Background: an optimization exercise with open tools, aiming at small area. Do not read the settings as production practice. The RTL was checked by simulation tests, not by an equivalence proof against the original design. Power is estimated from default activity; no workload was simulated.

**design/flow/config.mk**
```make
export PLATFORM = sky130hd
export DESIGN_NAME = crc16_psa
export DESIGN_NICKNAME = crc16_psa
export VERILOG_FILES = /design/flow/design.v
export SDC_FILE = /design/flow/constraint.sdc
export NUM_CORES = 4
export LEC_CHECK = 0
export CAP_MARGIN = 0
export CORE_MARGIN = 2
export CORE_UTILIZATION = 70
export SLEW_MARGIN = 0
```
**design/flow/constraint.sdc**
```tcl
create_clock -name core_clock -period 10.0 [get_ports {clk}]
set_input_delay 2.0000 -clock core_clock [delete_from_list [all_inputs] [get_ports {clk}]]
set_output_delay 2.0000 -clock core_clock [all_outputs]
set_load 0.01 [all_outputs]
```
**design/flow/design.v**
```verilog
module crc16_psa (
    input  wire        clk,
    input  wire        rst,
    input  wire        host_req,
    input  wire        host_we,
    input  wire [3:0]  host_idx,
    input  wire [15:0] host_wdata,
    output wire        host_ack,
    output wire [15:0] host_rdata,
    output reg         bus_req,
    output wire [1:0]  bus_cmd,
    output wire [7:0]  bus_wdata,
    input  wire        bus_ack,
    input  wire        bus_err,
    input  wire [7:0]  bus_rdata
);
    reg  [2:0] cb;                    
    reg  [5:0] hb;                    
    wire [3:0] ph   = {hb[0], cb};    
    wire       seg  = hb[1] ^ hb[0];  
    wire       cb0  = (cb == 3'd0);
    wire       cb7  = (cb == 3'd7);
    wire       ph0  = cb0 & ~hb[0];
    wire       ph15 = cb7 &  hb[0];
    wire       p15a = ph15 &  seg;    
    wire       p15p = ph15 & ~seg;    
    always @(posedge clk) begin
        if (rst) begin
            cb <= 3'd0;
            hb <= 6'd0;
        end else begin
            cb <= cb + 3'd1;
            if (cb7)
                hb <= hb + 6'd55;
        end
    end
    reg [511:0] rb_ring;              
    reg [31:0]  rg;                   
    reg [15:0]  rl;                   
    reg [15:0]  rc;                   
    reg         half;                 
    reg         e_bus, e_ill, e_busy, e_range;
    wire [15:0] vw = rg[16:1];
    wire [15:0] vl = {rl[0], rl[15:1]};
    wire [7:0]  hbyte = {rb_ring[0], rb_ring[1], rb_ring[2], rb_ring[3],
                         rb_ring[4], rb_ring[5], rb_ring[6], rb_ring[7]};
    localparam [3:0] Q_SW = 4'b0000, Q_SR = 4'b0100,                  
                     Q_AH = 4'b0001, Q_AL = 4'b0101, Q_WD = 4'b1001,  
                     Q_RD = 4'b0010,                                  
                     Q_SP = 4'b0011,                                  
                     Q_RI = 4'b0110, Q_RI2 = 4'b1010, Q_CK = 4'b1110,
                     Q_T1 = 4'b0111, Q_T2 = 4'b1011, Q_T3 = 4'b1101,
                     Q_IDLE = 4'b1111;
    reg  [3:0] q;
    reg        q_read;
    reg  [6:0] q_idx;
    reg  [7:0] wreg;
    wire busy  = (q != Q_IDLE);
    wire match = (hb == q_idx[5:0]);
    wire qeq   = (q_idx == vl[6:0]);      
    localparam [2:0] H_INIT = 3'd0, H_S0 = 3'd1, H_S1 = 3'd2, H_S2 = 3'd3, H_S3 = 3'd4;
    reg [2:0] hs;
    wire i_status = (host_idx == 4'd0);
    wire i_cmd    = (host_idx == 4'd1);
    wire i_acc    = (host_idx == 4'd2);
    wire i_crcin  = (host_idx == 4'd3);
    wire i_addr   = (host_idx == 4'd4);
    wire i_len    = (host_idx == 4'd5);
    wire i_ptr    = (host_idx == 4'd6);
    wire i_data   = (host_idx == 4'd7);
    wire c_init   = (host_wdata == 16'h0001);
    wire c_buf    = (host_wdata == 16'h0002);
    wire c_app    = (host_wdata == 16'h0003);
    wire c_stw    = (host_wdata == 16'h0010);
    wire c_str    = (host_wdata == 16'h0011);
    wire c_clr    = (host_wdata == 16'h0020);
    wire is_cmd   = c_init | c_buf | c_app | c_stw | c_str | c_clr;
    wire hi_nz    = |host_wdata[15:8];
    wire illegal = host_idx[3] |
                   (~host_we & (i_cmd | i_crcin)) |
                   ( host_we & (i_status | i_acc | (i_cmd & ~is_cmd) |
                                ((i_crcin | i_data) & hi_nz)));
    wire plain   = ~host_we & (i_status | i_acc | i_addr | i_len | i_ptr);
    wire busyref = busy & ~plain;
    wire legal   = ~illegal & ~busyref;
    wire op_wr_a   = host_we & i_addr;
    wire op_wr_l   = host_we & i_len;
    wire op_wr_p   = host_we & i_ptr;
    wire op_crcin  = host_we & i_crcin;
    wire op_data   = i_data;
    wire op_drd    = ~host_we & i_data;
    wire op_dwr    = host_we & i_data;
    wire op_init   = host_we & i_cmd & c_init;
    wire op_buf    = host_we & i_cmd & c_buf;
    wire op_app    = host_we & i_cmd & c_app;
    wire op_st     = host_we & i_cmd & (c_stw | c_str);
    wire op_clr    = host_we & i_cmd & c_clr;
    wire len_hz    = ~|vl[15:7];
    wire len_le64  = len_hz & ~(vl[6] & |vl[5:0]);
    wire len_le62  = len_hz & ~vl[6] & ~&vl[5:1];
    wire len_nz    = |vl;
    wire ptr_ok    = ~|vw[15:6];
    wire s0 = (hs == H_S0);
    wire s1 = (hs == H_S1);
    wire s2 = (hs == H_S2);
    wire s3 = (hs == H_S3);
    wire go0      = s0 & host_req & legal;
    wire st_time  = ((op_wr_a | op_st) & p15a) | ((op_wr_p | op_data) & p15p) |
                    ((op_wr_l | op_init | op_crcin | op_buf | op_app) & ph15);
    wire rbad0    = (op_data & ~ptr_ok) | (op_buf & ~len_le64) | (op_app & ~len_le62);
    wire start1   = go0 & st_time & ~rbad0;
    wire       bytemode = host_idx[1] & host_idx[0];      
    wire [7:0] hrev = {host_wdata[0],host_wdata[1],host_wdata[2],host_wdata[3],host_wdata[4],host_wdata[5],host_wdata[6],host_wdata[7]};
    wire [7:0] hsel8 = ({8{bytemode}} & hrev) | ({8{~bytemode & hb[0]}} & host_wdata[15:8]) | ({8{~bytemode & ~hb[0]}} & host_wdata[7:0]);
    wire       hbit  = hsel8[cb];
    wire cy = wreg[0];
    wire z  = wreg[1];
    wire ad_x = op_app ? rl[0] : rg[0];
    wire ad_y = op_data ? ph0 : op_app ? (ph == 4'd1) : rl[0];
    wire ad_c = ~ph0 & cy;
    wire ad_s = ad_x ^ ad_y ^ ad_c;
    wire ad_co = (ad_x & ad_y) | (ad_x & ad_c) | (ad_y & ad_c);
    wire sum_bad = ad_co | (ad_s & z);    
    wire st_bad  = sum_bad | ~len_nz | ~len_le64;
    wire step  = (s1 & op_crcin & (hb[0] == half)) | (s2 & op_buf & match);
    wire cbit  = op_crcin ? hbit : rb_ring[0];
    wire fb    = rc[15] ^ cbit;
    wire afill = (hs == H_INIT) | (s1 & (op_init | op_buf));
    always @(posedge clk) begin
        rc <= {rc[14:0], rc[15]};
        if (afill)
            rc[0] <= 1'b1;
        else if (step) begin
            rc[0]  <= fb;
            rc[5]  <= rc[4] ^ fb;
            rc[12] <= rc[11] ^ fb;
        end
    end
    wire ack_s0 = go0 ? (op_clr | (~host_we & i_status) |
                         (~host_we & i_acc & cb0 & (hb[0] == half)) |
                         (~host_we & i_len & ph15) |
                         (~host_we & i_addr & p15a) |
                         (~host_we & i_ptr & p15p) |
                         (st_time & rbad0))
                      : (s0 & host_req);            
    wire s1_end_s2 = op_data | op_app | (op_buf & ~qeq);
    wire ack_s1 = s1 & ph15 & ~s1_end_s2;
    wire ack_s2 = s2 & ((op_drd & match & cb0) | (op_dwr & match & cb7) | (op_buf & ph15 & qeq));
    wire ack_s3 = s3 & match & cb7;
    assign host_ack = host_req & (ack_s0 | ack_s1 | ack_s2 | ack_s3);
    wire [7:0] status = {e_range, e_busy, e_ill, e_bus, 2'b00, ~|rc, busy};
    assign host_rdata = ({16{i_status}} & {8'h00, status}) |
                        ({16{i_acc}} & rc) |
                        ({16{i_addr | i_ptr}} & vw) |
                        ({16{i_len}} & vl) |
                        ({16{i_data & s2}} & {8'h00, hbyte});
    wire st_ok = s1 & ph15 & host_req & op_st & ~st_bad;
    always @(posedge clk) begin
        if (rst) begin
            hs      <= H_INIT;
            half    <= 1'b0;
            e_ill   <= 1'b0;
            e_busy  <= 1'b0;
            e_range <= 1'b0;
        end else begin
            case (hs)
            H_INIT: if (p15a) hs <= H_S0;
            H_S0: begin
                if (host_req & illegal)
                    e_ill <= 1'b1;
                else if (host_req & busyref)
                    e_busy <= 1'b1;
                else if (go0 & st_time & rbad0)
                    e_range <= 1'b1;
                if (go0 & op_clr) begin
                    e_ill   <= 1'b0;
                    e_busy  <= 1'b0;
                    e_range <= 1'b0;
                end
                if (start1) begin
                    hs <= H_S1;
                    if (op_buf)
                        half <= 1'b0;
                end
            end
            H_S1: begin
                if (ph15) begin
                    if (op_crcin)
                        half <= ~half;
                    if (op_st & st_bad)
                        e_range <= 1'b1;
                    hs <= s1_end_s2 ? H_S2 : H_S0;
                end
            end
            H_S2: begin
                if (step & cb7)
                    half <= ~half;
                if (ack_s2)
                    hs <= H_S0;
                else if (op_app & match & cb7)
                    hs <= H_S3;
            end
            default: begin  
                if (match & cb7)
                    hs <= H_S0;
            end
            endcase
        end
    end
    wire ini = (hs == H_INIT);
    wire ins_g = ini ? 1'b0 : (s1 & (op_wr_a | op_wr_p)) ? hbit : (s1 & op_data) ? ad_s : rg[0];
    wire ins_l = ini ? 1'b0 : (s1 & op_wr_l) ? hbit : (s1 & op_app) ? ad_s : rl[0];
    wire bus_ins = (q == Q_RI2) | ((q == Q_RI) & match & cb0);
    wire wr_b    = bus_ins | (((s2 & (op_dwr | op_app)) | s3) & match);
    wire tap     = (hb[0] ^ half ^ s3) ? rc[7] : rc[15];
    wire src_b   = bus_ins ? wreg[7] : op_data ? hbit : tap;
    wire ins_b   = wr_b ? src_b : rb_ring[0];
    always @(posedge clk) begin
        rb_ring <= {ins_b, rb_ring[511:1]};
        rg <= {ins_g, rg[31:1]};
        rl <= {ins_l, rl[15:1]};
    end
    assign bus_cmd   = q[1:0];
    assign bus_wdata = (q[1:0] == 2'b00) ? {7'h50, q[2]} : wreg;
    wire done  = bus_req & bus_ack;
    always @(posedge clk) begin
        if (start1 | st_ok)
            q_idx <= {1'b0, ({6{op_data}} & vw[5:0]) | ({6{op_app}} & vl[5:0])};
        else if ((s2 & (op_buf | op_app) & match & cb7) |
                 ((q == Q_WD) & done & ~bus_err) |
                 ((q == Q_RI2) & cb7))
            q_idx <= q_idx + 7'd1;
    end
    wire wsh = bus_ins | ((q == Q_WD) & ~bus_req & match);
    always @(posedge clk) begin
        wreg <= ({8{q == Q_RD & done}} & bus_rdata) |
                ({8{(q == Q_AH | q == Q_AL) & ~bus_req}} & rg[7:0]) |
                ({8{wsh}} & {wreg[6:0], rb_ring[0]}) |
                ({8{~(q == Q_RD & done) & ~((q == Q_AH | q == Q_AL) & ~bus_req) & ~wsh & busy}} & wreg) |
                ({8{~busy}} & {6'd0, (z & ~ph0) | ad_s, ad_co});
    end
    wire ah_go = ~seg & cb0 & hb[0];     
    wire al_go = ~seg & ph0;             
    always @(posedge clk) begin
        if (rst) begin
            q       <= Q_T1;
            bus_req <= 1'b0;
            e_bus   <= 1'b0;
        end else begin
            if (go0 & op_clr)
                e_bus <= 1'b0;
            case (q)
            Q_IDLE: if (st_ok) begin
                q      <= Q_SW;
                q_read <= host_wdata[0];
            end
            Q_T1: if (ph15) q <= Q_T2;
            Q_T2: if (ph15) q <= Q_T3;
            Q_T3: if (ph15) q <= Q_IDLE;
            Q_CK: if (ph15) q <= qeq ? Q_SP : q_read ? Q_RD : Q_WD;
            Q_RI: if (match & cb0) q <= Q_RI2;
            Q_RI2: if (cb7) q <= Q_CK;
            default: begin  
                if (!bus_req) begin
                    if ((q == Q_AH) ? ah_go :
                        (q == Q_AL) ? al_go :
                        (q == Q_WD) ? (match & cb7) : 1'b1)
                        bus_req <= 1'b1;
                end else if (bus_ack) begin
                    bus_req <= 1'b0;
                    if (q == Q_SP)
                        q <= q_read ? Q_IDLE : Q_T1;
                    else if (bus_err) begin
                        e_bus <= 1'b1;
                        q     <= Q_SP;
                    end else case (q)
                        Q_SW: q <= Q_AH;
                        Q_AH: q <= Q_AL;
                        Q_AL: q <= q_read ? Q_SR : Q_CK;
                        Q_SR: q <= Q_RD;
                        Q_RD: q <= Q_RI;
                        default: q <= Q_CK;  
                    endcase
                end
            end
            endcase
        end
    end
endmodule
```
**design/flow/flow/run.sh**
```bash
#!/bin/bash
# The standard layout (standard.sh: standard synthesis, floorplan, place,
# CTS, route), with these options changed:
#  - after floorplan, the combinational logic is re-mapped for area with
#    OpenROAD's restructure (flow/restructure.tcl);
#  - port buffers use the small buf_1 cell;
#  - clock tree synthesis inserts no dummy loads and uses clkbuf_8 leaf
#    clusters of at most 20 sinks.
# Tool output goes to standard.log here and to ORFS's own logs under orfs/logs.
export POST_FLOORPLAN_TCL="$(pwd)/flow/restructure.tcl"
export BUFFER_PORTS_ARGS="-buffer_cell sky130_fd_sc_hd__buf_1"
export CTS_ARGS="-sink_clustering_enable -repair_clock_nets -dont_use_dummy_load -sink_clustering_size 20 -sink_clustering_max_diameter 60 -buf_list sky130_fd_sc_hd__clkbuf_8"
bash standard.sh > standard.log 2>&1
```
**design/flow/flow/restructure.tcl**
```tcl
# Sourced at the end of ORFS floorplan (POST_FLOORPLAN_TCL): re-map the
# combinational logic for area with OpenROAD's restructure (ABC). Registers
# are not touched. restructure hands its liberty file straight to ABC, so it
# gets a copy of the platform library without the don't-use cells.
set rs_dir [file join $::env(OBJECTS_DIR) rs_work]
file mkdir $rs_dir
set rs_lib [file join $rs_dir rs_lib.lib]
set dont_use [expr {[info exists ::env(DONT_USE_CELLS)] ? $::env(DONT_USE_CELLS) : ""}]
set fi [open [lindex $::env(LIB_FILES) 0] r]
set fo [open $rs_lib w]
set skip 0
set depth 0
set n_skipped 0
while {[gets $fi line] >= 0} {
  if {!$skip && [regexp {^\s*cell\s*\(\s*"?([^")\s]+)"?\s*\)} $line -> cname]} {
    foreach pat $dont_use {
      if {[string match $pat $cname]} { set skip 1; set depth 0; incr n_skipped; break }
    }
  }
  if {$skip} {
    incr depth [expr {[regexp -all {\{} $line] - [regexp -all {\}} $line]}]
    if {$depth <= 0 && [regexp {\}} $line]} { set skip 0 }
    continue
  }
  puts $fo $line
}
close $fi
close $fo
puts "restructure: library copy without $n_skipped don't-use cells: $rs_lib"
report_design_area
restructure -liberty_file $rs_lib -target area \
  -tielo_port sky130_fd_sc_hd__conb_1/LO -tiehi_port sky130_fd_sc_hd__conb_1/HI \
  -work_dir $rs_dir -abc_logfile [file join $::env(LOG_DIR) 2_1_restructure_abc.log]
report_design_area
```
**design/flow/standard.sh**
```bash
#!/bin/bash
# synth_recipe.tcl (not shown) runs the flow's synth.tcl, then flattens the netlist and writes it again
# the make line also repeats each setting of config.mk as NAME=value (left out here)
make -C /OpenROAD-flow-scripts/flow DESIGN_CONFIG=/design/flow/config.mk WORK_HOME=/design/flow/orfs CLKGATE_MAP_FILE= SYNTH_SCRIPT=/design/flow/synth_recipe.tcl "${@:-finish}"
```
==> summary.txt, run 1 <==
=================================================================================
First-iteration detailed-routing DRC count                                    974
GP Congestion                                                               0.922
Relative max-transition margin                                              0.338
Final Cycle Share                                                           0.663
Tightest Pin Transition                                                  0.986 ns
Effective utilization at floorplan                                          0.714
Fmax                                                                      151 MHz
Peak supply drop                                                         0.183 mV
Wire per inst                                                             17.6 um
Number of max-cap violations                                                    0
Distinct cell type count after synthesis                                       77
Number of buffers added on ports                                               61
Post-synthesis register bit count                                             614
Number of optimization iterations in the first detailed-route pass              6
Final count of negative-setup-slack endpoints                                   0
I/O pin count                                                                  62
Most frequent cells in the layout                                    dfxtp_1 (607), clkinv_1 (101), buf_1 (61)
Required time of the critical path                                        8.00 ns
Post-Syn Instances                                                          1,119
Sequential cell area                                                  12,400 um^2
Net count of the mapped netlist                                             1,160
Post-detailed-placement half-perimeter wirelength                       16,600 um
Overall via count from detail_route                                         8,182
Clock root buffer                                                        clkbuf_8
Vias in the first global route                                              7,809
Result of the run                                        timing/DRC/antenna clean
Share of layout cells above drive strength 1                               0.0399
Clk sink count                                                                614
Setup repair after global routing missed its margin                         false
P per Cell Area                                                       226 nW/um^2
Min Tclk post-route                                                       6.63 ns
Origin of the worst min-delay path                                    rb_ring[10]
Pre-CTS setup slack                                                       3.50 ns
Data arrival time at the worst-slack endpoint                             4.63 ns
Total of cells resized after clock tree synthesis                               0
Number of nets at the end of the flow                                       1,215
Number of warnings reported in the yosys synthesis log                          1
EDFF count, synth                                                               7
TritonCTS Buffers                                                              38
Number of remaining DRC errors                                                  0
H-tree depth                                                                    2
Worst setup path startpoint                                               host_we
Type of the tightest min-delay check                                   reg -> reg
Final worst clock skew                                                  0.0599 ns
Endpoint class of the critical path                                    output pin
Global-route wire length before repair                                  41,100 um
Mapped cell area                                                      15,600 um^2
Die extent in y                                                            153 um
Mean post-synth cell area                                               14.0 um^2
Main flop type after synthesis                                            dfxtp_1
Startpoint class of the critical path                                primary input
Pleak                                                                     6.01 nW
Synth-to-layout area growth                                                 3.20%
Fin Setup TNS                                                                0 ns
Worst R2R Start                                                              q[1]
CTS max path bufs                                                               3
Final worst setup slack                                                   3.37 ns
Antenna violations before repair                                                0
Maximum number of pins on one net before global-route repair                   21
Source-to-sink clock delay at the later pin of the worst-skew pair        0.56 ns
Final Hold Fails                                                                0
Cts hold-fix bufs                                                               0
Total global routing track utilization                                      0.219
Share of synthesized flip-flops with an asynchronous set or reset               0
Area used by multi-input combinational logic                            2230 um^2
Via density per instance                                                     5.61
Ant diodes                                                                      0
Most common library cell in the layout ignoring fill and taps             dfxtp_1
TritonCTS clock tree                                                        built
Sequential share of the synthesized area                                    0.791
Critical path peak fanout                                                       8
Total die area                                                        23,500 um^2
Clock slew at reported path FFs                                           0.11 ns
# fillers                                                                   1,383
Residual antenna-violating net count after detailed routing                     0
Sum of overflow across all layers after global routing                          0
Chip width                                                                 153 um
Floorplan core area                                                   21,900 um^2
Row count                                                                      54
Post CTS Setup Buffer Count                                                     0
Final WL                                                                25,700 um
Type of the worst setup path                                            in -> out
Slew Limit Fails                                                                0
=================================================================================
-- Yosys cell counts (3+ instances only) --
cell type	n	area, um^2
and2_1	9	56.3
nand4_1	7	43.8
or2_2	4	25.0
mux4_2	4	90.1
a21o_1	3	22.5
mux2i_1	9	90.1
a211oi_1	8	60.1
a222oi_1	17	170
buf_2	5	25.0
edfxtp_1	7	210
inv_1	23	86.3
a22oi_1	19	143
dfxtp_1	607	12200
or4_1	3	22.5
o31ai_1	4	30.0
nor3b_1	5	37.5
xor2_1	20	175
a31oi_1	9	56.3
a211o_1	3	26.3
nor2b_1	13	81.3
o221ai_1	3	26.3
nand3_1	27	135
nor3_1	19	95.1
and4_1	4	35.0
nand2b_1	3	18.8
nor2_1	49	184
mux2_2	10	113
a21oi_1	26	130
nor4_2	5	62.6
xnor2_1	14	123
a41oi_1	3	26.3
o21ai_0	14	70.1
nor4_1	14	87.6
buf_4	3	22.5
nand2_1	67	251
clkbuf_1	23	86.3
o21bai_1	4	30.0
or3_1	3	18.8
ha_1	6	75.1
-- registers in the layout, summed over array words and instances, names as in the netlist, 3 cells and up --
register  count
q             4
q_idx         7
rc           16
hb            6
rb_ring     512
hs            3
wreg          8
cb            3
rg           32
rl           16
-- area by class of cell --
class | count | area share
clock buffer | 38 | 0.0324
timing repair buffer | 69 | 0.0179
inverter | 101 | 0.0235
sequential | 614 | 0.766
tap | 280 | 0.0217
multi-input combinational | 357 | 0.138
-- kinds of logic after synthesis --
group / after synthesis / synth area share
multiplexers: 25 / 0.0204
flip-flops: 614 / 0.791
buffers and inverters: 56 / 0.0150
AO/OA/AOI/OAI: 136 / 0.0651
adder cells (fa/ha/maj): 7 / 0.00608
AND/OR/NAND/NOR: 247 / 0.0837
XOR/XNOR: 34 / 0.0190
-- worst paths after layout --
kind | end | slack, ns | depth (start not counted)
worst max-delay path | host_ack | 3.37 | 12
worst min-delay path | rb_ring[9] | 0.29 | 0
worst max register to register | q_idx[0] | 5.57 | 11
worst min register to register | rb_ring[9] | 0.29 | 0
-- where the power goes --
group | internal [mW] | total, mW | switching, mW | leakage, nW
Sequential | 2.46 | 2.48 | 0.0219 | 4.95
Clock | 0.345 | 0.992 | 0.647 | 0.273
Combinational | 0.0559 | 0.172 | 0.117 | 0.783
-- layer usage --
layer / wire, um / track usage / vias to the layer above
li1: - / - / 3930
met1: 12300 / 0.330 / 3814
met2: 10700 / 0.324 / 377
met3: 2120 / 0.0471 / 61
met4: 577 / 0.0673 / 0
met5: 0 / 0 / -
-- worst max-delay path, stage by stage --
cell,delay [ns]
buf_1,0.30
nand3_1,0.17
or3_1,0.37
nand2b_1,0.19
nor2_1,0.21
nor4b_1,0.38
o21ai_0,0.15
a31o_1,0.23
nor2b_1,0.11
o21ai_0,0.12
a21oi_1,0.23
buf_1,0.18
-- stage by stage --
stage / utilization / power [mW] / instances / hold slack (ns) / area, um^2
5_1_grt: 0.737 / 3.77 / 1459 / 0.268 / 16100
6_report: 0.737 / 3.65 / 1459 / 0.288 / 16100
3_3_place_gp: 0.713 / 2.70 / 1421 / 0.310 / 15600
2_1_floorplan: - / 2.67 / 1119 / 0.310 / 15600
4_1_cts: 0.737 / 3.67 / 1459 / 0.274 / 16100
3_5_place_dp: 0.713 / 2.70 / 1421 / 0.312 / 15600
==> inputs of run 2 (changes only) <==
--- a/design/flow/design.v
+++ b/design/flow/design.v
@@ -56,7 +56,11 @@
     reg  [6:0] q_idx;
     reg  [7:0] wreg;
     wire busy  = (q != Q_IDLE);
-    wire match = (hb == q_idx[5:0]);
+    wire       m4    = (q_idx[3:0] == hb[3:0]);       
+    wire [1:0] tsel  = hb[5:4] - q_idx[5:4];           
+    wire       match = m4 & (tsel == 2'd0);            
+    wire       tbit  = (tsel == 2'd0) ? rb_ring[0] : (tsel == 2'd1) ? rb_ring[128] :
+                       (tsel == 2'd2) ? rb_ring[256] : rb_ring[384];
     wire qeq   = (q_idx == vl[6:0]);      
     localparam [2:0] H_INIT = 3'd0, H_S0 = 3'd1, H_S1 = 3'd2, H_S2 = 3'd3, H_S3 = 3'd4;
     reg [2:0] hs;
@@ -210,13 +214,16 @@
     wire ini = (hs == H_INIT);
     wire ins_g = ini ? 1'b0 : (s1 & (op_wr_a | op_wr_p)) ? hbit : (s1 & op_data) ? ad_s : rg[0];
     wire ins_l = ini ? 1'b0 : (s1 & op_wr_l) ? hbit : (s1 & op_app) ? ad_s : rl[0];
-    wire bus_ins = (q == Q_RI2) | ((q == Q_RI) & match & cb0);
-    wire wr_b    = bus_ins | (((s2 & (op_dwr | op_app)) | s3) & match);
+    wire bus_ins = (q == Q_RI2) | ((q == Q_RI) & m4 & cb0);
+    wire wr_b    = (bus_ins & (tsel == 2'd0)) | (((s2 & (op_dwr | op_app)) | s3) & match);
     wire tap     = (hb[0] ^ half ^ s3) ? rc[7] : rc[15];
     wire src_b   = bus_ins ? wreg[7] : op_data ? hbit : tap;
     wire ins_b   = wr_b ? src_b : rb_ring[0];
     always @(posedge clk) begin
         rb_ring <= {ins_b, rb_ring[511:1]};
+        if (bus_ins & (tsel == 2'd1)) rb_ring[127] <= wreg[7];
+        if (bus_ins & (tsel == 2'd2)) rb_ring[255] <= wreg[7];
+        if (bus_ins & (tsel == 2'd3)) rb_ring[383] <= wreg[7];
         rg <= {ins_g, rg[31:1]};
         rl <= {ins_l, rl[15:1]};
     end
@@ -231,11 +238,11 @@
                  ((q == Q_RI2) & cb7))
             q_idx <= q_idx + 7'd1;
     end
-    wire wsh = bus_ins | ((q == Q_WD) & ~bus_req & match);
+    wire wsh = bus_ins | ((q == Q_WD) & ~bus_req & m4);
     always @(posedge clk) begin
         wreg <= ({8{q == Q_RD & done}} & bus_rdata) |
                 ({8{(q == Q_AH | q == Q_AL) & ~bus_req}} & rg[7:0]) |
-                ({8{wsh}} & {wreg[6:0], rb_ring[0]}) |
+                ({8{wsh}} & {wreg[6:0], tbit}) |
                 ({8{~(q == Q_RD & done) & ~((q == Q_AH | q == Q_AL) & ~bus_req) & ~wsh & busy}} & wreg) |
                 ({8{~busy}} & {6'd0, (z & ~ph0) | ad_s, ad_co});
     end
@@ -258,13 +265,13 @@
             Q_T2: if (ph15) q <= Q_T3;
             Q_T3: if (ph15) q <= Q_IDLE;
             Q_CK: if (ph15) q <= qeq ? Q_SP : q_read ? Q_RD : Q_WD;
-            Q_RI: if (match & cb0) q <= Q_RI2;
+            Q_RI: if (m4 & cb0) q <= Q_RI2;
             Q_RI2: if (cb7) q <= Q_CK;
             default: begin  
                 if (!bus_req) begin
                     if ((q == Q_AH) ? ah_go :
                         (q == Q_AL) ? al_go :
-                        (q == Q_WD) ? (match & cb7) : 1'b1)
+                        (q == Q_WD) ? (m4 & cb7) : 1'b1)
                         bus_req <= 1'b1;
                 end else if (bus_ack) begin
                     bus_req <= 1'b0;
--- a/design/flow/config.mk
+++ b/design/flow/config.mk
@@ -5,7 +5,7 @@
 export SDC_FILE = /design/flow/constraint.sdc
 export NUM_CORES = 4
 export LEC_CHECK = 0
-export CAP_MARGIN = 0
+export CAP_MARGIN = 20
 export CORE_MARGIN = 2
 export CORE_UTILIZATION = 70
-export SLEW_MARGIN = 0
+export SLEW_MARGIN = 20
==> run 2 against run 1 <==
  * Flip-flop and latch count did not move
  * Clock-buffer cell count fell by 1
  * Wire length rose by 19%
  * Register-to-register slack improved by 0.18 ns
  * Combinational power rose by 11%
  * Final cell count rose by 1.1%
  * Die area rose by 0.36%
  * Hold slack got worse by 0.00096 ns
  * Via count rose by 4.0%
  * Core utilization rose by 0.66 points
  * Clock power rose by 0.6%
  * Sequential power barely moved
  * Highest routed layer unchanged
==> summary.txt, run 2 <==
=================================================================================
Row count                                                                      54   unchanged
Via density per instance                                                     5.77   +2.8%
H-tree depth                                                                    2   unchanged
Distinct cell type count after synthesis                                       78   +1.3%
Registers with the most flip-flops                                   rb_ring (512), rg (32)
Result of the run                                        timing/DRC/antenna clean
Tightest Pin Transition                                                  0.986 ns   -0.000115 ns
Clock root buffer                                                        clkbuf_8
TritonCTS clock tree                                                        built
Number of nets at the end of the flow                                       1,231   +1.3%
Total global routing track utilization                                      0.265   +0.0454
Most frequent cells after synthesis                                  dfxtp_1 (607), nor2_1 (51), nand2_1 (41)
Main flop type after synthesis                                            dfxtp_1
Post-detailed-placement half-perimeter wirelength                       19,100 um   +15%
Most common library cell in the layout ignoring fill and taps             dfxtp_1
Synth area leader                                                         dfxtp_1
Number of flip-flops in the largest register                                  512   unchanged
Effective utilization at floorplan                                          0.717   +0.00263
Final WL                                                                30,600 um   +19%
Data arrival time at the worst-slack endpoint                             5.16 ns   +0.53 ns
Worst R2R Start                                                             hb[0]
Clock slew at reported path FFs                                           0.11 ns   about the same
Type of the tightest min-delay check                                   reg -> reg
Final worst setup slack                                                   2.84 ns   -0.531 ns
Pre-CTS setup slack                                                       2.92 ns   -0.576 ns
Global-route wire length before repair                                  48,900 um   +19%
Startpoint class of the critical path                                primary input
Cells taking the most area after synthesis                           dfxtp_1 (77%), a222oi_1 (1.5%), edfxtp_1 (1.3%), nor2_1 (1.2%), a21oi_1 (1.0%)
Final Hold Fails                                                                0   unchanged
Net count of the mapped netlist                                             1,158   -0.17%
Final Cycle Share                                                           0.716   +0.0531
Endpoint class of the critical path                                    output pin
Most flop-heavy register                                                  rb_ring
Ant diodes                                                                      0   unchanged
Total die area                                                        23,600 um^2   +0.36%
Min Tclk post-route                                                       7.16 ns   +0.531 ns
Maximum number of pins on one net before global-route repair                   21   unchanged
Peak supply drop                                                         0.210 mV   +15%
I/O pin count                                                                  62   unchanged
Worst setup path startpoint                                               host_we
Antenna violations before repair                                                0   unchanged
Final worst clock skew                                                   0.112 ns   +0.0520 ns
Required time of the critical path                                        8.00 ns   about the same
Cts hold-fix bufs                                                               0   unchanged
GP Congestion                                                               0.953   +3.3%
Setup repair after global routing missed its margin                         false
Floorplan core area                                                   21,900 um^2   unchanged
Die extent in y                                                            154 um   +0.18%
Fin Setup TNS                                                                0 ns   unchanged
# fillers                                                                   1,315   -4.9%
Origin of the worst min-delay path                                   rb_ring[465]
Critical path peak fanout                                                       8   unchanged
Sequential share of the synthesized area                                    0.788   -0.00290
Chip width                                                                 154 um   +0.18%
EDFF count, synth                                                               7   unchanged
Sequential cell area                                                  12,400 um^2   unchanged
Synth-to-layout area growth                                                 3.74%
Total power after layout                                                  3.69 mW   +1.3%
Number of max-cap violations                                                    0   unchanged
P per Cell Area                                                       227 nW/um^2   +0.37%
Post-Syn Instances                                                          1,116   -0.27%
Type of the worst setup path                                            in -> out
Sum of overflow across all layers after global routing                          0   unchanged
Share of layout cells above drive strength 1                               0.0402   +0.000303
TritonCTS Buffers                                                              37   -2.6%
Number of remaining DRC errors                                                  0   unchanged
Area used by multi-input combinational logic                            2430 um^2   +8.9%
Total of cells resized after clock tree synthesis                               0   unchanged
Final count of negative-setup-slack endpoints                                   0   unchanged
Residual antenna-violating net count after detailed routing                     0   unchanged
Share of synthesized flip-flops with an asynchronous set or reset               0   unchanged
Pleak                                                                     6.07 nW   +1.1%
Area fraction of the dominant cell type after synthesis                     0.774   -0.00285
First-iteration detailed-routing DRC count                                    891   -8.5%
Post-synthesis register bit count                                             614   unchanged
Most frequent cells in the layout                                    dfxtp_1 (607), clkinv_1 (89), buf_1 (62)
Fmax                                                                      140 MHz   -7.4%
Mean post-synth cell area                                               14.1 um^2   +0.64%
Top-count cell post-synth                                                 dfxtp_1
Vias in the first global route                                              8,621   +10%
Number of optimization iterations in the first detailed-route pass              6   unchanged
Mapped cell area                                                      15,700 um^2   +0.37%
Relative max-transition margin                                              0.338   about the same
Clk sink count                                                                614   unchanged
Number of warnings reported in the yosys synthesis log                          1   unchanged
Post CTS Setup Buffer Count                                                     0   unchanged
CTS max path bufs                                                               3   unchanged
Wire per inst                                                             20.7 um   +18%
Source-to-sink clock delay at the later pin of the worst-skew pair        0.59 ns   +0.03 ns
Slew Limit Fails                                                                0   unchanged
Number of buffers added on ports                                               61   unchanged
Overall via count from detail_route                                         8,506   +4.0%
=================================================================================
run 2: changes by cell type in the layout (fill, tap and decap cells not counted), moves of 4 or more:
cell,change
o21ai_0,+5
nor4_1,-5
a221oi_1,+6
o21a_1,+6
a21oi_1,+8
nand2_1,+7
o22ai_1,-24
or4_1,+6
a211oi_1,-4
clkinv_1,-12
run 2: metrics by stage:
step / instances / hold WS, ns / area, um^2 / util
2_1_floorplan: 1116 / 0.310 / 15700 / -
3_3_place_gp: 1437 / 0.311 / 15800 / 0.720
3_5_place_dp: 1438 / 0.312 / 15800 / 0.720
4_1_cts: 1475 / 0.283 / 16300 / 0.744
5_1_grt: 1475 / 0.278 / 16300 / 0.744
6_report: 1475 / 0.287 / 16300 / 0.744
run 2: critical path, cell delays in order:
cell      delay [ns]
buf_1           0.32
clkinv_1        0.28
nor2_1          0.19
clkinv_1        0.10
nor4_1          0.72
nand3_1         0.30
o32ai_1         0.46
clkinv_1        0.15
nor2_1          0.15
a21oi_1         0.08
o221ai_1        0.10
o21a_1          0.15
buf_1           0.16
run 2: layer usage:
layer | GRT usage | part of all wire | wire (um) | up-vias
met1 | 0.373 | 0.43 | 13200 | 4000
met3 | 0.0468 | 0.075 | 2290 | 95
li1 | - | - | - | 4018
met5 | 0 | 0 | 0 | -
met2 | 0.416 | 0.46 | 13900 | 393
met4 | 0.101 | 0.038 | 1160 | 0
run 2: final cells by class:
cell class | instances | area share
Multi-Input combinational cell | 385 | 0.149
Inverter | 89 | 0.0205
Timing Repair Buffer | 70 | 0.0180
Sequential cell | 614 | 0.759
Tap cell | 280 | 0.0215
Clock buffer | 37 | 0.0313
run 2: path summary, 6_finish.rpt:
| kind | endpoint | slack (ns) | cells past startpoint |
|---|---|---|---|
| worst min-delay path | rb_ring[464] | 0.29 | 0 |
| worst min register to register | rb_ring[464] | 0.29 | 0 |
| worst max-delay path | host_ack | 2.84 | 13 |
| worst max register to register | q_idx[0] | 5.75 | 12 |
run 2: cell families after synthesis:
group	share of synthesized area
adders and majority gates	0.00749
DFF	0.788
muxes	0.0224
xor gates and xnor gates	0.0171
and+or+nand+nor	0.0750
buffers and inverters	0.0171
AOI/OAI and AO/OA	0.0733
run 2: report_power, final:
group / leakage, nW / switching, mW / internal, mW
registers: 4.95 / 0.0325 / 2.47
clock network: 0.266 / 0.662 / 0.337
logic: 0.854 / 0.129 / 0.0628
==> inputs of run 3 (changes only) <==
==> design/flow/flow/run.sh (replaced) <==
#!/bin/bash
# The standard layout (standard.sh: standard synthesis, floorplan, place,
# CTS, route), with these options changed:
#  - after floorplan, the combinational logic is re-mapped for area with
#    OpenROAD's restructure (flow/restructure.tcl);
#  - port buffers use the small buf_1 cell;
#  - clock tree synthesis inserts no dummy loads and uses clkbuf_8 leaf
#    clusters of at most 18 sinks.
# Tool output goes to standard.log here and to ORFS's own logs under orfs/logs.
export POST_FLOORPLAN_TCL="$(pwd)/flow/restructure.tcl"
export BUFFER_PORTS_ARGS="-buffer_cell sky130_fd_sc_hd__buf_1"
export CTS_ARGS="-sink_clustering_enable -repair_clock_nets -dont_use_dummy_load -sink_clustering_size 18 -sink_clustering_max_diameter 60 -buf_list sky130_fd_sc_hd__clkbuf_8"
bash standard.sh > standard.log 2>&1
==> run 3 against run 2 <==
  * Area after synthesis unchanged
  * Sequential power about the same
  * Total power increased by 0.91%
  * Non-clock buffer count unchanged
  * Register-to-register slack got worse by 0.20 ns
  * Critical path depth unchanged
  * Hold slack got worse by 0.0033 ns
  * Global-route usage decreased by 0.94 points
  * Largest power group unchanged
==> summary.txt, run 3 <==
=====================================================================================================
Post-synthesis share of cell area spent on full adders, half adders and majority gates        0.00749   unchanged
First-iteration detailed-routing DRC count                                                        819   -8.1%
Antenna violations before repair                                                                    0   unchanged
I/O pin count                                                                                      62   unchanged
Fraction of the mapped netlist area in simple logic gates                                      0.0750   unchanged
H-tree depth                                                                                        2   unchanged
Final WL                                                                                    29,800 um   -2.6%
Cts hold-fix bufs                                                                                   0   unchanged
Clk sink count                                                                                    614   unchanged
Portion of netlist area occupied by mux cells                                                  0.0224   unchanged
Wire per inst                                                                                 20.1 um   -2.9%
Ant diodes                                                                                          0   unchanged
Peak supply drop                                                                             0.200 mV   -4.7%
Final Cycle Share                                                                               0.713   -0.00315
P per Cell Area                                                                           228 nW/um^2   +0.57%
Maximum number of pins on one net before global-route repair                                       19   -9.5%
Number of remaining DRC errors                                                                      0   unchanged
Die extent in y                                                                                154 um   unchanged
Area fraction of the dominant cell type after synthesis                                         0.774   unchanged
Registers with the most flip-flops                                                       rb_ring (512), rg (32)
Mean post-synth cell area                                                                   14.1 um^2   unchanged
Total global routing track utilization                                                          0.255   -0.00942
Number of max-cap violations                                                                        0   unchanged
TritonCTS clock tree                                                                            built
Endpoint class of the critical path                                                        output pin
Min Tclk post-route                                                                           7.13 ns   -0.0315 ns
Setup repair after global routing missed its margin                                             false
Total of cells resized after clock tree synthesis                                                   0   unchanged
Result of the run                                                            timing/DRC/antenna clean
Total die area                                                                            23,600 um^2   unchanged
Row count                                                                                          54   unchanged
Overall via count from detail_route                                                             8,467   -0.46%
Number of buffers added on ports                                                                   61   unchanged
Pleak                                                                                         6.10 nW   +0.47%
Cells taking the most area after synthesis                                               dfxtp_1 (77%), a222oi_1 (1.5%), edfxtp_1 (1.3%), nor2_1 (1.2%), a21oi_1 (1.0%)
Final worst clock skew                                                                      0.0903 ns   -0.0215 ns
CTS max path bufs                                                                                   3   unchanged
Type of the worst setup path                                                                in -> out
Data arrival time at the worst-slack endpoint                                                 5.13 ns   -0.03 ns
Mapped cell area                                                                          15,700 um^2   unchanged
Most flop-heavy register                                                                      rb_ring
Number of flip-flops in the largest register                                                      512   unchanged
Post CTS Setup Buffer Count                                                                         0   unchanged
Chip width                                                                                     154 um   unchanged
Distinct cell type count after synthesis                                                           78   unchanged
Most common library cell in the layout ignoring fill and taps                                 dfxtp_1
Final count of negative-setup-slack endpoints                                                       0   unchanged
Number of warnings reported in the yosys synthesis log                                              1   unchanged
Vias in the first global route                                                                  8,506   -1.3%
Clock slew at reported path FFs                                                               0.10 ns   about the same
Net count of the mapped netlist                                                                 1,158   unchanged
GP Congestion                                                                                   0.953   unchanged
EDFF count, synth                                                                                   7   unchanged
Post-Syn Instances                                                                              1,116   unchanged
Relative max-transition margin                                                                  0.352   +0.0142
Fmax                                                                                          140 MHz   +0.44%
Effective utilization at floorplan                                                              0.717   unchanged
Share of synthesized flip-flops with an asynchronous set or reset                                   0   unchanged
Required time of the critical path                                                            8.00 ns   about the same
Fin Setup TNS                                                                                    0 ns   unchanged
Main flop type after synthesis                                                                dfxtp_1
Via density per instance                                                                         5.72   -0.73%
XOR/XNOR share of the synthesized area                                                         0.0171   unchanged
Post-detailed-placement half-perimeter wirelength                                           19,100 um   unchanged
Most frequent cells after synthesis                                                      dfxtp_1 (607), nor2_1 (51), nand2_1 (41)
TritonCTS Buffers                                                                                  41   +11%
Source-to-sink clock delay at the later pin of the worst-skew pair                            0.58 ns   about the same
Residual antenna-violating net count after detailed routing                                         0   unchanged
Final Hold Fails                                                                                    0   unchanged
Synthesized-area fraction occupied by ao, oa, aoi and oai cells                                0.0733   unchanged
Startpoint class of the critical path                                                    primary input
Critical path peak fanout                                                                           8   unchanged
Number of optimization iterations in the first detailed-route pass                                  8   +2
Clock root buffer                                                                            clkbuf_8
Type of the tightest min-delay check                                                       reg -> reg
Floorplan core area                                                                       21,900 um^2   unchanged
Post-synthesis register bit count                                                                 614   unchanged
Number of nets at the end of the flow                                                           1,235   +0.32%
Synth-to-layout area growth                                                                     4.09%
Synth area leader                                                                             dfxtp_1
Worst hold slack                                                                             0.284 ns   -0.00331 ns
Top-count cell post-synth                                                                     dfxtp_1
Global-route wire length before repair                                                      47,300 um   -3.4%
Combinational family with the most area after synthesis                                  simple AND/OR/NAND/NOR gates
Share of layout cells above drive strength 1                                                   0.0434   +0.00320
Sequential share of the synthesized area                                                        0.788   unchanged
Most frequent cells in the layout                                                        dfxtp_1 (607), clkinv_1 (89), buf_1 (62)
Slew Limit Fails                                                                                    0   unchanged
Sum of overflow across all layers after global routing                                              0   unchanged
Tightest Pin Transition                                                                      0.965 ns   -0.0211 ns
=====================================================================================================
## run 3: changes by cell type in the layout (fill, tap and decap cells not counted)
cell / previous run / this run
clkbuf_8: 37 / 41
## run 3: path summary, 6_finish.rpt
| check | endpoint | slack, ns | startpoint | cells after the start |
|---|---|---|---|---|
| setup / recovery | host_ack | 2.87 | host_we | 13 |
| hold / removal | rb_ring[224] | 0.28 | rb_ring[225] | 0 |
| setup reg to reg | q_idx[0] | 5.55 | hb[0] | 12 |
| hold reg to reg | rb_ring[224] | 0.28 | rb_ring[225] | 0 |
## run 3: worst max-delay path: stages
cell	delay, ns
buf_1	0.31
clkinv_1	0.27
nor2_1	0.18
clkinv_1	0.10
nor4_1	0.71
nand3_1	0.30
o32ai_1	0.46
clkinv_1	0.15
nor2_1	0.15
a21oi_1	0.08
o221ai_1	0.10
o21a_1	0.15
buf_1	0.15
## run 3: cells by family (layout without fill, tap and decap cells)
logic type | count (synthesis) | after routing
xor gates and xnor gates | 29 | 2
DFF | 614 | 614
buffers and inverters | 68 | 200
adders and majority gates | 9 | 0
and+or+nand+nor | 217 | 156
AOI/OAI and AO/OA | 152 | 227
muxes | 27 | 0
## run 3: per-stage QoR
step	setup WS [ns]	total power, mW	utilization	area [um^2]	instances
floorplan	4.03	2.70	-	15700	1116
global placement	2.97	2.74	0.720	15800	1437
detailed placement	2.92	2.74	0.720	15800	1438
CTS	2.90	3.74	0.746	16300	1479
global route	2.37	3.85	0.746	16300	1479
finish	2.87	3.73	0.746	16300	1479
## run 3: report_power, final
| group | internal, mW | switching (mW) | total, mW |
|---|---|---|---|
| clock | 0.371 | 0.662 | 1.03 |
| combinational | 0.0628 | 0.129 | 0.192 |
| sequential | 2.47 | 0.0323 | 2.50 |
## run 3: cell type report
type	instances	area (um^2)
clock buffer	41	564
fill	1312	5560
inverter	89	334
multi-input combinational	385	2430
sequential	614	12400
tap	280	350
timing repair buffer	70	293
## run 3: per-layer routing
layer	vias to the layer above	routed length (um)	track usage
met5	-	0	0
li1	4012	-	-
met2	428	13100	0.383
met3	94	2520	0.0516
met4	0	1170	0.112
met1	3933	13100	0.365
==> inputs of run 4 (changes only) <==
==> design/flow/flow/run.sh (replaced) <==
#!/bin/bash
# The standard layout (standard.sh: standard synthesis, floorplan, place,
# CTS, route), with these options changed:
#  - after floorplan, the combinational logic is re-mapped for area with
#    OpenROAD's restructure (flow/restructure.tcl);
#  - port buffers use the small buf_1 cell;
#  - clock tree synthesis inserts no dummy loads and uses clkbuf_8 leaf
#    clusters of at most 20 sinks.
# Tool output goes to standard.log here and to ORFS's own logs under orfs/logs.
export POST_FLOORPLAN_TCL="$(pwd)/flow/restructure.tcl"
export BUFFER_PORTS_ARGS="-buffer_cell sky130_fd_sc_hd__buf_1"
export CTS_ARGS="-sink_clustering_enable -repair_clock_nets -dont_use_dummy_load -sink_clustering_size 20 -sink_clustering_max_diameter 45 -buf_list sky130_fd_sc_hd__clkbuf_8"
bash standard.sh > standard.log 2>&1
==> run 4 against run 3 <==
  * Highest routed layer unchanged
  * Setup slack improved by 0.014 ns
  * Sequential share of layout area is 0.064 points higher
  * Clock-buffer cell count down 1
  * Flip-flop and latch count unchanged
  * Synthesized cell count is the same
  * Final cell count is essentially flat
==> summary.txt, run 4 <==
=================================================================================
Result of the run                                        timing/DRC/antenna clean
Clock slew at reported path FFs                                           0.10 ns   about the same
# fillers                                                                   1,339   +2.1%
Ant diodes                                                                      0   unchanged
Most flop-heavy register                                                  rb_ring
Number of nets at the end of the flow                                       1,234   -0.081%
Type of the tightest min-delay check                                   reg -> reg
Clock Power Share                                                           0.273   -0.004
Detailed route wirelength on metal3                                       2000 um   -21%
Net count of the mapped netlist                                             1,158   unchanged
Number of warnings reported in the yosys synthesis log                          1   unchanged
Floorplan core area                                                   21,900 um^2   unchanged
Final WL                                                                28,300 um   -5.1%
Startpoint class of the critical path                                primary input
Wire length the detailed router placed on met1                          13,100 um   about the same
Share of layout cells above drive strength 1                               0.0426   -0.000799
Via density per instance                                                     5.65   -1.4%
Combinational share of power                                                0.052   about the same
Post CTS Setup Buffer Count                                                     0   unchanged
Overall via count from detail_route                                         8,344   -1.5%
TritonCTS clock tree                                                        built
Cells taking the most area after synthesis                           dfxtp_1 (77%), a222oi_1 (1.5%), edfxtp_1 (1.3%), nor2_1 (1.2%), a21oi_1 (1.0%)
Slew Limit Fails                                                                0   unchanged
Total power after layout                                                  3.71 mW   -0.55%
Residual antenna-violating net count after detailed routing                     0   unchanged
Most common library cell in the layout ignoring fill and taps             dfxtp_1
Peak supply drop                                                         0.178 mV   -11%
Number of remaining DRC errors                                                  0   unchanged
Tightest Pin Transition                                                  0.982 ns   +0.0172 ns
Type of the worst setup path                                            in -> out
Length in cells of the worst reg-to-reg path                                   12   unchanged
Pleak                                                                     6.09 nW   -0.12%
P per Cell Area                                                       227 nW/um^2   -0.47%
Endpoint class of the critical path                                    output pin
Internal power                                                            2.90 mW   -0.31%
Wire per inst                                                             19.1 um   -5.0%
Share of synthesized flip-flops with an asynchronous set or reset               0   unchanged
Effective utilization at floorplan                                          0.717   unchanged
Total global routing track utilization                                      0.243   -0.0120
Final Hold Fails                                                                0   unchanged
Row count                                                                      54   unchanged
Post-synthesis register bit count                                             614   unchanged
Number of flip-flops in the largest register                                  512   unchanged
GP Congestion                                                               0.953   unchanged
First-iteration detailed-routing DRC count                                    768   -6.2%
Sequential power share                                                      0.675   +0.003
Net Sw Frac                                                                 0.219   -0.00190
Placed standard-cell area                                             15,800 um^2   unchanged
Detailed-routed wire length on met2                                     12,100 um   -7.5%
Clk sink count                                                                614   unchanged
Highest routing layer actually used                                          met4
Setup repair after global routing missed its margin                         false
Most frequent cells in the layout                                    dfxtp_1 (607), clkinv_1 (89), buf_1 (62)
Sequential share of the synthesized area                                    0.788   unchanged
Mean post-synth cell area                                               14.1 um^2   unchanged
Source-to-sink clock delay at the later pin of the worst-skew pair        0.59 ns   about the same
Main flop type after synthesis                                            dfxtp_1
Final worst clock skew                                                  0.0943 ns   +0.00396 ns
Global-route wire length before repair                                  45,400 um   -3.9%
Fmax                                                                      141 MHz   +0.20%
Top-count cell post-synth                                                 dfxtp_1
Min Tclk post-route                                                       7.11 ns   -0.0142 ns
Chip width                                                                 154 um   unchanged
Post-detailed-placement half-perimeter wirelength                       19,100 um   unchanged
Synth area leader                                                         dfxtp_1
Net switching power figure                                               0.811 mW   -1.4%
Die extent in y                                                            154 um   unchanged
Fin Setup TNS                                                                0 ns   unchanged
Critical path peak fanout                                                       8   unchanged
Registers with the most flip-flops                                   rb_ring (512), rg (32)
Final Cycle Share                                                           0.711   -0.00142
Antenna violations before repair                                                0   unchanged
Distinct cell type count after synthesis                                       78   unchanged
I/O pin count                                                                  62   unchanged
Synth-to-layout area growth                                                 4.00%   about the same
Worst Hold Path Cells                                                           0   unchanged
Clock root buffer                                                        clkbuf_8
Number of optimization iterations in the first detailed-route pass              7   -1
Cts hold-fix bufs                                                               0   unchanged
H-tree depth                                                                    2   unchanged
Total die area                                                        23,600 um^2   unchanged
Area fraction of the dominant cell type after synthesis                     0.774   unchanged
Number of buffers added on ports                                               61   unchanged
Vias in the first global route                                              8,260   -2.9%
Relative max-transition margin                                              0.340   -0.0116
TritonCTS Buffers                                                              40   -2.4%
Final count of negative-setup-slack endpoints                                   0   unchanged
Required time of the critical path                                        8.00 ns   about the same
Sum of overflow across all layers after global routing                          0   unchanged
CTS max path bufs                                                               3   unchanged
Mapped cell area                                                      15,700 um^2   unchanged
Total of cells resized after clock tree synthesis                               0   unchanged
Number of max-cap violations                                                    0   unchanged
Data arrival time at the worst-slack endpoint                             5.11 ns   -0.02 ns
Most frequent cells after synthesis                                  dfxtp_1 (607), nor2_1 (51), nand2_1 (41)
Post-Syn Instances                                                          1,116   unchanged
Core Util, Final                                                            0.746   about the same
EDFF count, synth                                                               7   unchanged
Maximum number of pins on one net before global-route repair                   21   +2
Final non-filler cell area                                            16,300 um^2   about the same
=================================================================================
-- run 4: power groups by stage --
| stage | Sequential, mW | Clock [mW] | Combinational (mW) |
|---|---|---|---|
| 6_report | 2.50 | 1.01 | 0.191 |
| 2_1_floorplan | 2.54 | 0 | 0.162 |
| 4_1_cts | 2.50 | 1.03 | 0.186 |
| 3_5_place_dp | 2.56 | 0 | 0.186 |
| 3_3_place_gp | 2.56 | 0 | 0.184 |
| 5_1_grt | 2.51 | 1.11 | 0.208 |
-- run 4: final timing paths --
| kind | start | endpoint | slack [ns] |
|---|---|---|---|
| max | host_we | host_ack | 2.89 |
| min | rb_ring[332] | rb_ring[331] | 0.26 |
| max reg2reg | hb[0] | q_idx[0] | 5.72 |
| min reg2reg | rb_ring[332] | rb_ring[331] | 0.26 |
-- run 4: routing by layer --
layer / GRT usage / up-vias
met5: 0 / -
met4: 0.0983 / 0
met3: 0.0423 / 94
met2: 0.367 / 367
met1: 0.355 / 3872
li1: - / 4011
-- run 4: cell families (layout without fill, tap and decap cells) --
| family | count (synthesis) | after routing | synth area share |
|---|---|---|---|
| flip-flops | 614 | 614 | 0.788 |
| AND/OR/NAND/NOR | 217 | 156 | 0.0750 |
| AO/OA/AOI/OAI | 152 | 227 | 0.0733 |
| buffers and inverters | 68 | 199 | 0.0171 |
| XOR/XNOR | 29 | 2 | 0.0171 |
| multiplexers | 27 | 0 | 0.0224 |
| adder cells (fa/ha/maj) | 9 | 0 | 0.00749 |
-- run 4: through the flow --
step	instances	setup slack [ns]	hold WS, ns
final	1478	2.89	0.258
after global routing	1478	2.37	0.255
after CTS	1478	2.90	0.261
after detailed placement	1438	2.92	0.312
after global placement	1437	2.97	0.311
after floorplan	1116	4.03	0.310
-- run 4: area by class of cell --
cell class                 instances  area (um^2)  share of cell area
clock buffer                      40          551              0.0337
inverter                          89          334              0.0205
multi-input combinational        385         2430               0.149
sequential                       614        12400               0.757
tap                              280          350              0.0215
timing repair buffer              70          293              0.0179
-- run 4: critical path, stage by stage --
cell and delay (ns):
buf_1 0.32, clkinv_1 0.28, nor2_1 0.18, clkinv_1 0.10
nor4_1 0.71, nand3_1 0.29, o32ai_1 0.45, clkinv_1 0.16
nor2_1 0.15, a21oi_1 0.08, o221ai_1 0.10, o21a_1 0.15
buf_1 0.16
==> inputs of run 5 (changes only) <==
--- a/design/flow/flow/run.sh
+++ b/design/flow/flow/run.sh
@@ -5,7 +5,7 @@
 #    OpenROAD's restructure (flow/restructure.tcl);
 #  - port buffers use the small buf_1 cell;
 #  - clock tree synthesis inserts no dummy loads and uses clkbuf_8 leaf
-#    clusters of at most 20 sinks.
+#    clusters of at most 20 sinks within 45 um.
 # Tool output goes to standard.log here and to ORFS's own logs under orfs/logs.
 export POST_FLOORPLAN_TCL="$(pwd)/flow/restructure.tcl"
 export BUFFER_PORTS_ARGS="-buffer_cell sky130_fd_sc_hd__buf_1"
==> run 5 against run 4 <==
  * Still clean
  * Critical path depth did not move
  * Sequential power barely moved
  * Setup slack did not move
  * Clock-buffer cell count did not move
  * Non-clock buffer count did not move
  * Combinational power barely moved
  * Register-to-register slack barely moved
  * Wire length did not move
  * Maximum frequency did not move
  * Synthesized cell count did not move
  * Die area did not move
  * Critical endpoint unchanged
==> summary.txt, run 5 <==
=================================================================================
Result of the run                                        timing/DRC/antenna clean
Critical Path Most Common Cell                                           clkinv_1
Mapped cell area                                                      15,700 um^2   unchanged
Endpoint class of the critical path                                    output pin
Data arrival time at the worst-slack endpoint                             5.11 ns   about the same
Share of layout cells above drive strength 1                               0.0426   unchanged
Length in cells of the worst reg-to-reg path                                   12   unchanged
Number of max-cap violations                                                    0   unchanged
Crit-path max cell delay                                                  0.71 ns   about the same
Worst-path cell chain                                                buf_1 -> clkinv_1 -> nor2_1 -> clkinv_1 -> nor4_1 -> nand3_1 -> o32ai_1 -> clkinv_1 -> nor2_1 -> a21oi_1 -> o221ai_1 -> o21a_1 -> buf_1
Final Hold Fails                                                                0   unchanged
Wire per inst                                                             19.1 um   unchanged
Post-detailed-placement half-perimeter wirelength                       19,100 um   unchanged
Top-count cell post-synth                                                 dfxtp_1
Most frequent cells after synthesis                                  dfxtp_1 (607), nor2_1 (51), nand2_1 (41)
Global-route wire length before repair                                  45,400 um   unchanged
Worst-case register-to-register setup slack                               5.72 ns   about the same
Clk sink count                                                                614   unchanged
Worst R2R Start                                                             hb[0]
Overall via count from detail_route                                         8,344   unchanged
Number of optimization iterations in the first detailed-route pass              7   unchanged
Clock slew at reported path FFs                                           0.10 ns   about the same
Floorplan core area                                                   21,900 um^2   unchanged
Fmax                                                                      141 MHz   unchanged
TritonCTS clock tree                                                        built
TritonCTS Buffers                                                              40   unchanged
Clock root buffer                                                        clkbuf_8
Sequential share of the synthesized area                                    0.788   unchanged
Area fraction of the dominant cell type after synthesis                     0.774   unchanged
Ant diodes                                                                      0   unchanged
Total power after layout                                                  3.71 mW   unchanged
Origin of the worst min-delay path                                   rb_ring[332]
Mean post-synth cell area                                               14.1 um^2   unchanged
Setup repair after global routing missed its margin                         false
Synth-to-layout area growth                                                 4.00%   unchanged
Peak supply drop                                                         0.178 mV   unchanged
Effective utilization at floorplan                                          0.717   unchanged
Via density per instance                                                     5.65   unchanged
Slew Limit Fails                                                                0   unchanged
Startpoint class of the critical path                                primary input
Type of the worst setup path                                            in -> out
Residual antenna-violating net count after detailed routing                     0   unchanged
Final Cycle Share                                                           0.711   unchanged
Total die area                                                        23,600 um^2   unchanged
Core Util, Final                                                            0.746   unchanged
Net count of the mapped netlist                                             1,158   unchanged
CTS max path bufs                                                               3   unchanged
Destination of the worst register-to-register timing path                q_idx[0]
First-iteration detailed-routing DRC count                                    768   unchanged
Final worst clock skew                                                  0.0943 ns   unchanged
GP Congestion                                                               0.953   unchanged
Cts hold-fix bufs                                                               0   unchanged
H-tree depth                                                                    2   unchanged
Number of flip-flops in the largest register                                  512   unchanged
P per Cell Area                                                       227 nW/um^2   unchanged
Number of buffers added on ports                                               61   unchanged
Pleak                                                                     6.09 nW   unchanged
Antenna violations before repair                                                0   unchanged
Row count                                                                      54   unchanged
Critical path peak fanout                                                       8   unchanged
Total global routing track utilization                                      0.243   unchanged
Final WL                                                                28,300 um   unchanged
Main flop type after synthesis                                            dfxtp_1
Final count of negative-setup-slack endpoints                                   0   unchanged
Sum of overflow across all layers after global routing                          0   unchanged
Fin Setup TNS                                                                0 ns   unchanged
Total of cells resized after clock tree synthesis                               0   unchanged
Post CTS Setup Buffer Count                                                     0   unchanged
Die extent in y                                                            154 um   unchanged
I/O pin count                                                                  62   unchanged
Number of warnings reported in the yosys synthesis log                          1   unchanged
Relative max-transition margin                                              0.340   unchanged
Number of nets at the end of the flow                                       1,234   unchanged
Source-to-sink clock delay at the later pin of the worst-skew pair        0.59 ns   about the same
Maximum number of pins on one net before global-route repair                   21   unchanged
Type of the tightest min-delay check                                   reg -> reg
Min-Delay Endpoint                                                   rb_ring[331]
Chip width                                                                 154 um   unchanged
Most flop-heavy register                                                  rb_ring
Worst Hold Path Cells                                                           0   unchanged
Min Tclk post-route                                                       7.11 ns   unchanged
Distinct cell type count after synthesis                                       78   unchanged
Registers with the most flip-flops                                   rb_ring (512), rg (32)
Cells taking the most area after synthesis                           dfxtp_1 (77%), a222oi_1 (1.5%), edfxtp_1 (1.3%), nor2_1 (1.2%), a21oi_1 (1.0%)
Post-synthesis register bit count                                             614   unchanged
Most frequent cells in the layout                                    dfxtp_1 (607), clkinv_1 (89), buf_1 (62)
Vias in the first global route                                              8,260   unchanged
Most common library cell in the layout ignoring fill and taps             dfxtp_1
Share of synthesized flip-flops with an asynchronous set or reset               0   unchanged
Worst-path cell with the longest stage delay                               nor4_1
Post-Syn Instances                                                          1,116   unchanged
EDFF count, synth                                                               7   unchanged
Tightest Pin Transition                                                  0.982 ns   unchanged
Required time of the critical path                                        8.00 ns   about the same
Number of remaining DRC errors                                                  0   unchanged
Synth area leader                                                         dfxtp_1
=================================================================================
run 5: cell counts after synthesis:
Identical to the previous run, type by type.
run 5: metal layers:
layer  part of all wire  track usage  vias up
met5                  0            0        -
met4              0.041       0.0983        0
met3              0.071       0.0423       94
met2               0.43        0.367      367
met1               0.46        0.355     3872
li1                   -            -     4011
run 5: cell families (layout without fill, tap and decap cells):
group                    after synthesis  after routing  share of synthesized area
XOR/XNOR                              29              2                     0.0171
adder cells (fa/ha/maj)                9              0                    0.00749
buffers and inverters                 68            199                     0.0171
flip-flops                           614            614                      0.788
multiplexers                          27              0                     0.0224
AND/OR/NAND/NOR                      217            156                     0.0750
AO/OA/AOI/OAI                        152            227                     0.0733
run 5: cell type report:
class	instances	area, um^2
flip-flops and latches	614	12400
fillers	1339	5570
multi-input cells	385	2430
clock buffers	40	551
well taps	280	350
inverters	89	334
repair buffers	70	293
run 5: worst max path at each step:
stage / slack (ns) / depth (start not counted) / end / start
2_1_floorplan: 4.03 / 8 / host_ack / host_wdata[2]
3_3_place_gp: 2.97 / 13 / host_ack / host_we
3_5_place_dp: 2.92 / 13 / host_ack / host_we
4_1_cts: 2.90 / 13 / host_ack / host_we
5_1_grt: 2.37 / 13 / host_ack / host_we
6_report: 2.89 / 13 / host_ack / host_we
run 5: critical path: cells and delay by family:
kind | cells | cell delay (ns)
buffers and inverters | 5 | 1.02
and+or+nand+nor | 4 | 1.33
AOI/OAI and AO/OA | 4 | 0.78
run 5: power breakdown:
| group | total (mW) | switching (mW) | leakage, nW | internal, mW |
|---|---|---|---|---|
| clock | 1.01 | 0.651 | 0.288 | 0.361 |
| combinational | 0.191 | 0.128 | 0.854 | 0.0628 |
| sequential | 2.50 | 0.0316 | 4.95 | 2.47 |
run 5: metrics by stage:
stage	hold WS, ns	setup slack, ns	instance area, um^2	cells
after global placement	0.311	2.97	15800	1437
after CTS	0.261	2.90	16300	1478
final	0.258	2.89	16300	1478
after floorplan	0.310	4.03	15700	1116
after global routing	0.255	2.37	16300	1478
after detailed placement	0.312	2.92	15800	1438

what the ideal ports hide:
Ports are ideal in the flow. The routed layouts listed here were re-timed in OpenROAD.
Step 1 assumes that a clkbuf_16 drives the clock port and a buf_2 every other input.
Step 2, shift: input delay + t, output delay - t, t = (earliest + latest rising clock arrival at the registers) / 2. This alone moves slack from input paths to output paths.
Three values: ideal ports, drivers, drivers and shift; two values: the first two.
| run | shift t [ns] | slack for setup (ns) | hold WS [ns] | worst setup path after step 2 |
|---|---|---|---|---|
| run 1 | 0.570 | 3.375 / 3.350 / 3.350 | 0.288 / 0.288 / 0.288 | input to output |
| run 2 | 0.585 | 2.843 / 2.820 / 2.820 | 0.287 / 0.287 / 0.287 | input to output |
| run 3 | 0.583 | 2.875 / 2.851 / 2.834 | 0.284 / 0.284 / 0.284 | input to register |
| run 4 | 0.584 | 2.889 / 2.865 / 2.865 | 0.258 / 0.258 / 0.258 | input to output |
| run 5 | 0.584 | 2.889 / 2.865 / 2.865 | 0.258 / 0.258 / 0.258 | input to output |
After both steps every run listed still meets setup and hold. For run 3, which loses most, drivers alone change the setup slack by -0.024 ns; drivers and shift together by -0.041 ns.
